Background: an optimization exercise with open tools, aiming at a short achievable clock period and few clock cycles. Do not read the settings as production practice. At most, simulation tests tie the RTL to the original design; equivalence was not proved. Power is estimated from default activity; no workload was simulated.

== JK ==
// fm_codec
module fm_codec (
    input  wire        clk,
    input  wire        rst,
    input  wire        cmd_valid,
    output wire        cmd_ready,
    input  wire [15:0] cmd,
    output wire        rsp_valid,
    input  wire        rsp_ready,
    output wire [1:0]  rsp_type,
    output wire [7:0]  rsp_data
);
    localparam [1:0] RSP_BYTE  = 2'd0;
    localparam [1:0] RSP_END   = 2'd1;
    localparam [1:0] RSP_ERROR = 2'd2;
    localparam [3:0] E_ILLEGAL    = 4'd1;
    localparam [3:0] E_DEM_NOINIT = 4'd2;
    localparam [3:0] E_MOD_SEQ    = 4'd3;
    localparam [3:0] OP_DEM_RESET  = 4'h1;
    localparam [3:0] OP_DEM_FEED   = 4'h2;
    localparam [3:0] OP_DEM_FINISH = 4'h3;
    localparam [3:0] OP_MOD_BEGIN  = 4'h4;
    localparam [3:0] OP_MOD_WORD   = 4'h5;
    localparam [3:0] OP_MOD_END    = 4'h6;
    localparam [3:0] OP_REG_READ   = 4'hA;
    localparam [11:0] SIDE_LEN  = 12'd3125;
    localparam [8:0]  MIN_BLOCK = 9'd256;
    localparam [15:0] SYNC_PAT  = 16'hAAB6;
    reg        dem_init;      
    reg        dem_step2;     
    reg        dem_phase;     
    reg [15:0] dem_hist;      
    reg [2:0]  dem_bcnt;      
    reg [11:0] dem_olen;      
    reg        mod_open;      
    reg [8:0]  mod_cnt;       
    reg        err;           
    reg [3:0]  ecode;         
    wire [7:0] hist_even = {dem_hist[14], dem_hist[12], dem_hist[10], dem_hist[8],
                            dem_hist[6],  dem_hist[4],  dem_hist[2],  dem_hist[0]};
    wire [7:0] hist_odd  = {dem_hist[15], dem_hist[13], dem_hist[11], dem_hist[9],
                            dem_hist[7],  dem_hist[5],  dem_hist[3],  dem_hist[1]};
    wire [7:0] dem_dacc  = dem_phase ? hist_odd  : hist_even;
    wire [7:0] dem_sacc  = dem_phase ? hist_even : hist_odd;
    reg        cmd_rdy_q;
    reg        cq_v;
    reg [15:0] cq;
    wire [3:0] op    = cq[15:12];
  ...
export LEC_CHECK = 0
export CAP_MARGIN = 20
export CORE_MARGIN = 2
export CORE_UTILIZATION = 40
export PLACE_DENSITY = 0.6
export SLEW_MARGIN = 20
create_clock -name core_clock -period 15.0 [get_ports {clk}]
standard.sh (not shown) runs the stock make flow with config.mk's settings and CLKGATE_MAP_FILE= SYNTH_SCRIPT=/design/flow/synth_recipe.tcl, a recipe that flattens the netlist after the stock synthesis.
==> flow/flow/run.sh <==
#!/bin/bash
set -euo pipefail
bash standard.sh finish SETUP_SLACK_MARGIN=12.5 "BUFFER_PORTS_ARGS=-buffer_cell sky130_fd_sc_hd__buf_6" > standard.log 2>&1
Testbench counts of JK, summed over its fixed seeds: cycles 139,034.
The following lists how MS was set up differently from JK:
-- flow/design.v --
<<< JK, line 251
    reg [1:0]  r_type;
    reg [7:0]  r_data;
    reg        q_v;         
    reg [1:0]  q_type;
>>> MS, line 251
    reg [1:0]  r_type;
    reg [7:0]  r_data;
    reg [1:0]  h_type;      
    reg [7:0]  h_data;      
    reg        q_v;         
    reg [1:0]  q_type;
<<< JK, line 283
    end
    wire b_v = a_v && prod;
    wire [2:0]  s_nb   = (a_nb != 3'd0) ? a_nb - 3'd1 : a_nb;
    wire [15:0] s_data = (a_nb != 3'd0) ? {8'd0, a_data[15:8]} : {4'd0, a_pad - 12'd1};
>>> MS, line 285
    end
    wire b_v = a_v && prod;
    wire [1:0] n_type = !adv ? h_type : q_v ? q_type : b_type;
    wire [7:0] n_data = !adv ? h_data : q_v ? q_data : b_data;
    wire [2:0]  s_nb   = (a_nb != 3'd0) ? a_nb - 3'd1 : a_nb;
    wire [15:0] s_data = (a_nb != 3'd0) ? {8'd0, a_data[15:8]} : {4'd0, a_pad - 12'd1};
<<< JK, line 307
            a_v       <= 1'b0;
            r_v       <= 1'b0;
            q_v       <= 1'b0;
            dem_init  <= 1'b0;
>>> MS, line 311
            a_v       <= 1'b0;
            r_v       <= 1'b0;
            r_type    <= RSP_BYTE;
            r_data    <= 8'd0;
            q_v       <= 1'b0;
            dem_init  <= 1'b0;
<<< JK, line 375
            if (adv) begin
                r_v    <= q_v ? 1'b1   : b_v;
                r_type <= q_v ? q_type : b_type;
                r_data <= q_v ? q_data : b_data;
                q_v    <= 1'b0;
            end else if (!q_v) begin
                q_v    <= b_v;
            end
            if (!q_v) begin
                q_type <= b_type;
>>> MS, line 381
            if (adv) begin
                r_v    <= q_v ? 1'b1   : b_v;
                q_v    <= 1'b0;
            end else if (!q_v) begin
                q_v    <= b_v;
            end
            r_type <= n_type;
            r_data <= n_data;
            h_type <= n_type;
            h_data <= n_data;
            if (!q_v) begin
                q_type <= b_type;
Notes after the runs:
- Met2 global-route usage: lower on MS
- Re power share of the sequential group: MS is 3.0 points down on JK.
- Number of ordinary and repair buffers in the finished layout in MS vs JK: up 61
- [compare] base=JK new=MS: die area shows no meaningful change; area used by multi-input combinational logic shows no meaningful change; clock sink count shows an increase of 10; multi-input logic cell count shows a reduction of 19; total of flip-flops plus latches after synthesis shows an increase of 10.
- Global-route usage ends up lower on JK.
- Comparing global-route wire length before repair for JK and MS, the bigger number came from MS.
Function not checked in MS: the RTL went through the layout flow alone.

---

old:
The RTL this note starts from:
==> flow/design.v <==
module fm_codec (
    input  wire        clk,
    input  wire        rst,
    input  wire        cmd_valid,
    output wire        cmd_ready,
    input  wire [15:0] cmd,
    output wire        rsp_valid,
    input  wire        rsp_ready,
    output wire [1:0]  rsp_type,
    output wire [7:0]  rsp_data
);
    localparam [1:0] RSP_BYTE  = 2'd0;
    localparam [1:0] RSP_END   = 2'd1;
    localparam [1:0] RSP_ERROR = 2'd2;
    localparam [3:0] E_ILLEGAL    = 4'd1;
    localparam [3:0] E_DEM_NOINIT = 4'd2;
    localparam [3:0] E_MOD_SEQ    = 4'd3;
    localparam [3:0] OP_DEM_RESET  = 4'h1;
    localparam [3:0] OP_DEM_FEED   = 4'h2;
    localparam [3:0] OP_DEM_FINISH = 4'h3;
    localparam [3:0] OP_MOD_BEGIN  = 4'h4;
    localparam [3:0] OP_MOD_WORD   = 4'h5;
    localparam [3:0] OP_MOD_END    = 4'h6;
    localparam [3:0] OP_REG_READ   = 4'hA;
    localparam [11:0] SIDE_LEN  = 12'd3125;
    localparam [8:0]  MIN_BLOCK = 9'd256;
    localparam [15:0] SYNC_PAT  = 16'hAAB6;
    reg        dem_init;      
    reg        dem_step2;     
    reg        dem_phase;     
    reg [15:0] dem_hist;      
    reg [2:0]  dem_bcnt;      
    reg [11:0] dem_olen;      
    reg        mod_open;      
    reg [8:0]  mod_cnt;       
    reg        err;           
    reg [3:0]  ecode;         
    wire [7:0] hist_even = {dem_hist[14], dem_hist[12], dem_hist[10], dem_hist[8],
                            dem_hist[6],  dem_hist[4],  dem_hist[2],  dem_hist[0]};
    wire [7:0] hist_odd  = {dem_hist[15], dem_hist[13], dem_hist[11], dem_hist[9],
                            dem_hist[7],  dem_hist[5],  dem_hist[3],  dem_hist[1]};
    wire [7:0] dem_dacc  = dem_phase ? hist_odd  : hist_even;
    wire [7:0] dem_sacc  = dem_phase ? hist_even : hist_odd;
    reg        cmd_rdy_q;
    reg        cq_v;
    reg [15:0] cq;
    wire [3:0] op    = cq[15:12];
    wire [2:0] rsv   = cq[11:9];
    wire       f_bit = cq[8];
    wire [7:0] d     = cq[7:0];
    reg legal;
    always @(*) begin
        case (op)
            OP_DEM_RESET:  legal = (rsv == 3'd0) && (d == 8'd0);
            OP_DEM_FEED:   legal = (rsv == 3'd0) && !f_bit;
            OP_DEM_FINISH: legal = (rsv == 3'd0) && !f_bit && (d == 8'd0);
            OP_MOD_BEGIN:  legal = (rsv == 3'd0) && !f_bit && (d == 8'd0);
            OP_MOD_WORD:   legal = (rsv == 3'd0);
            OP_MOD_END:    legal = (rsv == 3'd0) && !f_bit && (d == 8'd0);
            OP_REG_READ:   legal = (rsv == 3'd0) && !f_bit;
            default:       legal = 1'b0;
        endcase
    end
    reg [15:0] fm_word;
    integer i;
    always @(*) begin
        fm_word = 16'd0;
        for (i = 0; i < 8; i = i + 1) begin
            fm_word[15 - 2*i] = d[i];
            fm_word[14 - 2*i] = 1'b1;
        end
        if (f_bit)
            fm_word[12] = 1'b0;
    end
    reg [31:0] reg_val;
    always @(*) begin
        case (d[3:0])
            4'h0:    reg_val = {24'd0, 1'b0, dem_bcnt, 1'b0, dem_step2, dem_phase, dem_init};
            4'h1:    reg_val = {24'd0, dem_dacc};
            4'h2:    reg_val = {24'd0, dem_sacc};
            4'h3:    reg_val = {20'd0, dem_olen};
            4'h4:    reg_val = {31'd0, mod_open};
            4'h5:    reg_val = {23'd0, mod_cnt};
            4'h9:    reg_val = {24'd0, ecode, 3'd0, err};
            default: reg_val = 32'd0;    
        endcase
    end
    wire [23:0] x1 = {dem_hist, d[0], d[1], d[2], d[3], d[4], d[5], d[6], d[7]};
    wire [19:0] x2 = {dem_hist, d[1], d[3], d[5], d[7]};
    reg  [7:0] m1;
    reg  [3:0] m2;
    reg  [7:0] eb1 [0:7];    
    reg  [7:0] eb2 [0:3];
    integer k, j;
    always @(*) begin
        for (k = 0; k < 8; k = k + 1) begin
            m1[k] = (x1[7-k +: 16] == SYNC_PAT);
            for (j = 0; j < 8; j = j + 1)
                eb1[k][j] = x1[7-k + 2*j];
        end
        for (k = 0; k < 4; k = k + 1) begin
            m2[k] = (x2[3-k +: 16] == SYNC_PAT);
            for (j = 0; j < 8; j = j + 1)
                eb2[k][j] = x2[3-k + 2*j];
        end
    end
    reg        fd_phase;
    reg [2:0]  fd_bcnt;
    reg [1:0]  fd_n;        
    reg [7:0]  fd_b0, fd_b1;
    reg        any_m;
    reg [2:0]  mpos;        
    reg [3:0]  npos;        
    reg        n_ok;        
    reg [7:0]  nbyte;
    always @(*) begin
        npos = {(3'd7 - dem_bcnt), ~dem_phase};
        if (!dem_step2) begin
            any_m = |m1;
            mpos  = 3'd0;
            for (k = 0; k < 8; k = k + 1)
                if (m1[k]) mpos = k;
            nbyte = eb1[npos[2:0]];
            n_ok  = (npos < 4'd8) && (!any_m || (npos[2:0] < mpos));
        end else begin
            any_m = |m2;
            mpos  = 3'd0;
            for (k = 0; k < 4; k = k + 1)
                if (m2[k]) mpos = k;
            nbyte = eb2[npos[1:0]];
            n_ok  = (npos < 4'd4) && (!any_m || (npos[1:0] < mpos[1:0]));
        end
        if (any_m) begin
            fd_phase = ~mpos[0];
            if (!dem_step2) fd_bcnt = {1'b0, (3'd7 - mpos) >> 1};
            else            fd_bcnt = {1'b0, (3'd3 - mpos) >> 1};
        end else begin
            fd_phase = dem_phase;
            fd_bcnt  = dem_bcnt + (dem_step2 ? 3'd2 : 3'd4);
        end
        fd_n  = {1'b0, n_ok} + {1'b0, any_m};
        fd_b0 = n_ok ? nbyte : 8'h06;
        fd_b1 = 8'h06;
    end
    wire [11:0] olen_p1 = dem_olen + 12'd1;
    wire [11:0] olen_p2 = dem_olen + 12'd2;
    reg  [1:0]  fd_out;     
    reg  [11:0] fd_olen;
    always @(*) begin
        if (dem_olen == SIDE_LEN) begin
            fd_out  = 2'd0;
            fd_olen = dem_olen;
        end else if (fd_n == 2'd2 && olen_p1 != SIDE_LEN) begin
            fd_out  = 2'd2;
            fd_olen = olen_p2;
        end else if (fd_n != 2'd0) begin
            fd_out  = 2'd1;
            fd_olen = olen_p1;
        end else begin
            fd_out  = 2'd0;
            fd_olen = dem_olen;
        end
    end
    reg        x_err;
    reg [31:0] x_data;
    reg [2:0]  x_nb;
    reg [11:0] x_pad;
    reg        x_pb;
    reg [3:0]  x_code;
    always @(*) begin
        x_err  = 1'b0;
        x_code = 4'd0;
        x_data = 32'd0;
        x_nb   = 3'd0;
        x_pad  = 12'd0;
        x_pb   = 1'b0;
        if (!legal) begin
            x_err  = 1'b1;
            x_code = E_ILLEGAL;
        end else begin
            case (op)
                OP_DEM_FEED: begin
                    if (!dem_init) begin
                        x_err  = 1'b1;
                        x_code = E_DEM_NOINIT;
                    end else begin
                        x_data = {16'd0, fd_b1, fd_b0};
                        x_nb   = {1'b0, fd_out};
                    end
                end
                OP_DEM_FINISH: begin
                    if (!dem_init) begin
                        x_err  = 1'b1;
                        x_code = E_DEM_NOINIT;
                    end else begin
                        x_pad = SIDE_LEN - dem_olen;
                    end
                end
                OP_MOD_BEGIN: begin
                    if (mod_open) begin
                        x_err  = 1'b1;
                        x_code = E_MOD_SEQ;
                    end
                end
                OP_MOD_WORD: begin
                    if (!mod_open) begin
                        x_err  = 1'b1;
                        x_code = E_MOD_SEQ;
                    end else begin
                        x_data = {16'd0, fm_word};
                        x_nb   = 3'd2;
                    end
                end
                OP_MOD_END: begin
                    if (!mod_open) begin
                        x_err  = 1'b1;
                        x_code = E_MOD_SEQ;
                    end else begin
                        x_pad = {3'd0, MIN_BLOCK - mod_cnt};
                        x_pb  = 1'b1;
                    end
                end
                OP_REG_READ: begin
                    if (d > 8'h09) begin
                        x_err  = 1'b1;
                        x_code = E_ILLEGAL;
                    end else begin
                        x_data = reg_val;
                        x_nb   = 3'd4;
                    end
                end
                default: ;    
            endcase
        end
        if (x_err)
            x_data = {28'd0, x_code};
    end
    localparam DW = 1 + 32 + 3 + 12 + 1;
    reg [DW-1:0] fifo [0:3];
    reg [1:0]    wp, rp;
    reg [2:0]    fcnt;
    wire [DW-1:0] x_desc = {x_err, x_data, x_nb, x_pad, x_pb};
    reg        a_v;
    reg        a_err;
    reg [31:0] a_data;
    reg [2:0]  a_nb;
    reg [11:0] a_pad;
    reg        a_pb;
    reg        r_v;
    reg [1:0]  r_type;
    reg [7:0]  r_data;
    assign cmd_ready = cmd_rdy_q;
    assign rsp_valid = r_v;
    assign rsp_type  = r_type;
    assign rsp_data  = r_data;
    wire adv    = !r_v || rsp_ready;            
    wire a_last = a_err || (a_nb == 3'd0 && a_pad == 12'd0);
    wire f_ne   = (fcnt != 3'd0);
    wire a_take = !a_v || (adv && a_last);      
    wire pop    = a_take && f_ne;
    wire push   = cq_v;
    wire acc    = cmd_valid && cmd_rdy_q;
    reg [1:0] b_type;
    reg [7:0] b_data;
    always @(*) begin
        if (a_err) begin
            b_type = RSP_ERROR;
            b_data = a_data[7:0];
        end else if (a_nb != 3'd0) begin
            b_type = RSP_BYTE;
            b_data = a_data[7:0];
        end else if (a_pad != 12'd0) begin
            b_type = RSP_BYTE;
            b_data = a_pb ? 8'h55 : 8'h00;
        end else begin
            b_type = RSP_END;
            b_data = 8'h00;
        end
    end
    wire [2:0] fcnt_n = fcnt + {2'd0, push} - {2'd0, pop};
    wire       cq_v_n = acc;
    always @(posedge clk) begin
        cq <= cmd;
        if (push)
            fifo[wp] <= x_desc;
    end
    always @(posedge clk) begin
        if (rst) begin
            cmd_rdy_q <= 1'b1;
            cq_v      <= 1'b0;
            wp        <= 2'd0;
            rp        <= 2'd0;
            fcnt      <= 3'd0;
            a_v       <= 1'b0;
            r_v       <= 1'b0;
            dem_init  <= 1'b0;
            dem_step2 <= 1'b0;
            dem_phase <= 1'b0;
            dem_hist  <= 16'd0;
            dem_bcnt  <= 3'd0;
            dem_olen  <= 12'd0;
            mod_open  <= 1'b0;
            mod_cnt   <= 9'd0;
            err       <= 1'b0;
            ecode     <= 4'd0;
        end else begin
            cq_v      <= cq_v_n;
            fcnt      <= fcnt_n;
            cmd_rdy_q <= ({1'b0, fcnt_n} + {3'd0, cq_v_n}) < 4'd4;
            if (push) wp <= wp + 2'd1;
            if (pop)  rp <= rp + 2'd1;
            if (cq_v) begin
                if (x_err) begin
                    if (!err) begin
                        err   <= 1'b1;
                        ecode <= x_code;
                    end
                end else begin
                    case (op)
                        OP_DEM_RESET: begin
                            dem_init  <= 1'b1;
                            dem_step2 <= f_bit;
                            dem_phase <= 1'b0;
                            dem_hist  <= 16'd0;
                            dem_bcnt  <= 3'd0;
                            dem_olen  <= 12'd0;
                        end
                        OP_DEM_FEED: begin
                            dem_phase <= fd_phase;
                            dem_hist  <= dem_step2 ? x2[15:0] : x1[15:0];
                            dem_bcnt  <= fd_bcnt;
                            dem_olen  <= fd_olen;
                        end
                        OP_MOD_BEGIN: begin
                            mod_open <= 1'b1;
                            mod_cnt  <= 9'd0;
                        end
                        OP_MOD_WORD: begin
                            if (mod_cnt < MIN_BLOCK)
                                mod_cnt <= mod_cnt + 9'd2;
                        end
                        OP_MOD_END: begin
                            mod_open <= 1'b0;
                        end
                        default: ;
                    endcase
                end
            end
            if (a_take) begin
                a_v <= f_ne;
                {a_err, a_data, a_nb, a_pad, a_pb} <= fifo[rp];
            end else if (adv) begin
                if (a_nb != 3'd0) begin
                    a_nb   <= a_nb - 3'd1;
                    a_data <= {8'd0, a_data[31:8]};
                end else if (a_pad != 12'd0) begin
                    a_pad  <= a_pad - 12'd1;
                end
            end
            if (adv) begin
                r_v    <= a_v;
                r_type <= b_type;
                r_data <= b_data;
            end
        end
    end
endmodule
Settings: LEC_CHECK=0, CAP_MARGIN=20, CORE_MARGIN=2, CORE_UTILIZATION=40, PLACE_DENSITY=0.6, SLEW_MARGIN=20; clock period 15.0 ns.
==> flow/flow/run.sh <==
#!/bin/bash
set -euo pipefail
bash standard.sh finish SETUP_SLACK_MARGIN=11 > standard.log 2>&1
Testbench counts of old, summed over its fixed seeds: cycles 139,034.
#### Input delta (new over old)
--- a/flow/design.v
+++ b/flow/design.v
@@ -235,12 +235,15 @@
         if (x_err)
             x_data = {28'd0, x_code};
     end
-    localparam DW = 1 + 32 + 3 + 12 + 1;
+    wire x_one = x_err || (x_nb == 3'd0 && x_pad == 12'd0);
+    localparam DW = 1 + 1 + 32 + 3 + 12 + 1;
     reg [DW-1:0] fifo [0:3];
     reg [1:0]    wp, rp;
-    reg [2:0]    fcnt;
-    wire [DW-1:0] x_desc = {x_err, x_data, x_nb, x_pad, x_pb};
+    reg [3:0]    fth;       
+    reg [3:0]    cth;       
+    wire [DW-1:0] x_desc = {x_one, x_err, x_data, x_nb, x_pad, x_pb};
     reg        a_v;
+    reg        a_last;      
     reg        a_err;
     reg [31:0] a_data;
     reg [2:0]  a_nb;
@@ -254,8 +257,7 @@
     assign rsp_type  = r_type;
     assign rsp_data  = r_data;
     wire adv    = !r_v || rsp_ready;            
-    wire a_last = a_err || (a_nb == 3'd0 && a_pad == 12'd0);
-    wire f_ne   = (fcnt != 3'd0);
+    wire f_ne   = fth[0];
     wire a_take = !a_v || (adv && a_last);      
     wire pop    = a_take && f_ne;
     wire push   = cq_v;
@@ -277,8 +279,15 @@
             b_data = 8'h00;
         end
     end
-    wire [2:0] fcnt_n = fcnt + {2'd0, push} - {2'd0, pop};
-    wire       cq_v_n = acc;
+    wire [2:0]  s_nb   = (a_nb != 3'd0) ? a_nb - 3'd1 : a_nb;
+    wire [11:0] s_pad  = (a_nb == 3'd0) ? a_pad - 12'd1 : a_pad;
+    wire        s_last = (a_nb == 3'd0) ? (a_pad == 12'd1)
+                                        : (a_nb == 3'd1 && a_pad == 12'd0);
+    wire [3:0] fth_up = {fth[2:0], 1'b1};
+    wire [3:0] fth_dn = {1'b0, fth[3:1]};
+    wire [3:0] cth_up = {cth[2:0], 1'b1};
+    wire [3:0] cth_dn = {1'b0, cth[3:1]};
+    wire [3:0] cth_n  = (acc && !pop) ? cth_up : (!acc && pop) ? cth_dn : cth;
     always @(posedge clk) begin
         cq <= cmd;
         if (push)
@@ -290,7 +299,8 @@
             cq_v      <= 1'b0;
             wp        <= 2'd0;
             rp        <= 2'd0;
-            fcnt      <= 3'd0;
+            fth       <= 4'd0;
+            cth       <= 4'd0;
             a_v       <= 1'b0;
             r_v       <= 1'b0;
             dem_init  <= 1'b0;
@@ -304,9 +314,13 @@
             err       <= 1'b0;
             ecode     <= 4'd0;
         end else begin
-            cq_v      <= cq_v_n;
-            fcnt      <= fcnt_n;
-            cmd_rdy_q <= ({1'b0, fcnt_n} + {3'd0, cq_v_n}) < 4'd4;
+            cq_v      <= acc;
+            cth       <= cth_n;
+            cmd_rdy_q <= !cth_n[3];
+            if (push && !pop)
+                fth <= fth_up;
+            else if (!push && pop)
+                fth <= fth_dn;
             if (push) wp <= wp + 2'd1;
             if (pop)  rp <= rp + 2'd1;
             if (cq_v) begin
@@ -348,14 +362,13 @@
             end
             if (a_take) begin
                 a_v <= f_ne;
-                {a_err, a_data, a_nb, a_pad, a_pb} <= fifo[rp];
+                {a_last, a_err, a_data, a_nb, a_pad, a_pb} <= fifo[rp];
             end else if (adv) begin
-                if (a_nb != 3'd0) begin
-                    a_nb   <= a_nb - 3'd1;
+                a_last <= s_last;
+                a_nb   <= s_nb;
+                a_pad  <= s_pad;
+                if (a_nb != 3'd0)
                     a_data <= {8'd0, a_data[31:8]};
-                end else if (a_pad != 12'd0) begin
-                    a_pad  <= a_pad - 12'd1;
-                end
             end
             if (adv) begin
                 r_v    <= a_v;
==> comparison <==
- old vs new, startpoint of the most critical setup path: rsp_ready vs r_type[1]
- From old to new the numbers moved as follows: placement-stage worst setup slack +0.40 ns; peak supply drop +0.0000059 V; clock share of power +9.4 points; flip-flop and latch count +10; aggregate routed wire length -about 3.3%.
- Diff old -> new: register-to-register setup slack higher, total number of cells along the worst setup path lower, synthesized cell area higher.
The RTL of new was laid out without a check of its function.

-- port drivers added, routing unchanged --
No port has a modelled driver above. Below, the same layouts with a new extraction and two added sets of constraints. Step 1 sets driving cells, clkbuf_16 on the clock port and buf_2 on the other inputs (assumed; they add their load-dependent delay and slew). Step 2 adds t to the input delays and takes it off the output delays; t is the mean of the earliest and latest rising clock arrival at the registers after step 1. Input paths then give back, and output paths get back, about the clock's delay inside the block. Slacks: no drivers / after step 1 / after step 2; pairs: no drivers / after step 1.
run | t, ns | setup WS [ns] | hold WS [ns] | worst setup path at the end | slew at the worst register clock pin (ns)
JK | 0.577 | 10.966 / 10.919 / 10.661 | 0.500 / 0.500 / 0.500 | input to register | 0.06 / 0.06
MS | 0.585 | 11.013 / 10.966 / 10.481 | 0.490 / 0.490 / 0.490 | input to register | 0.07 / 0.07
old | 0.593 | 10.533 / 10.551 / 9.958 | 0.468 / 0.468 / 0.468 | input to register | 0.07 / 0.07
new | 0.601 | 10.947 / 10.898 / 10.487 | 0.487 / 0.487 / 0.487 | input to register | 0.07 / 0.07
After both steps every run listed still meets setup and hold. For old, which loses most, drivers alone change the setup slack by +0.018 ns; drivers and shift together by -0.575 ns.
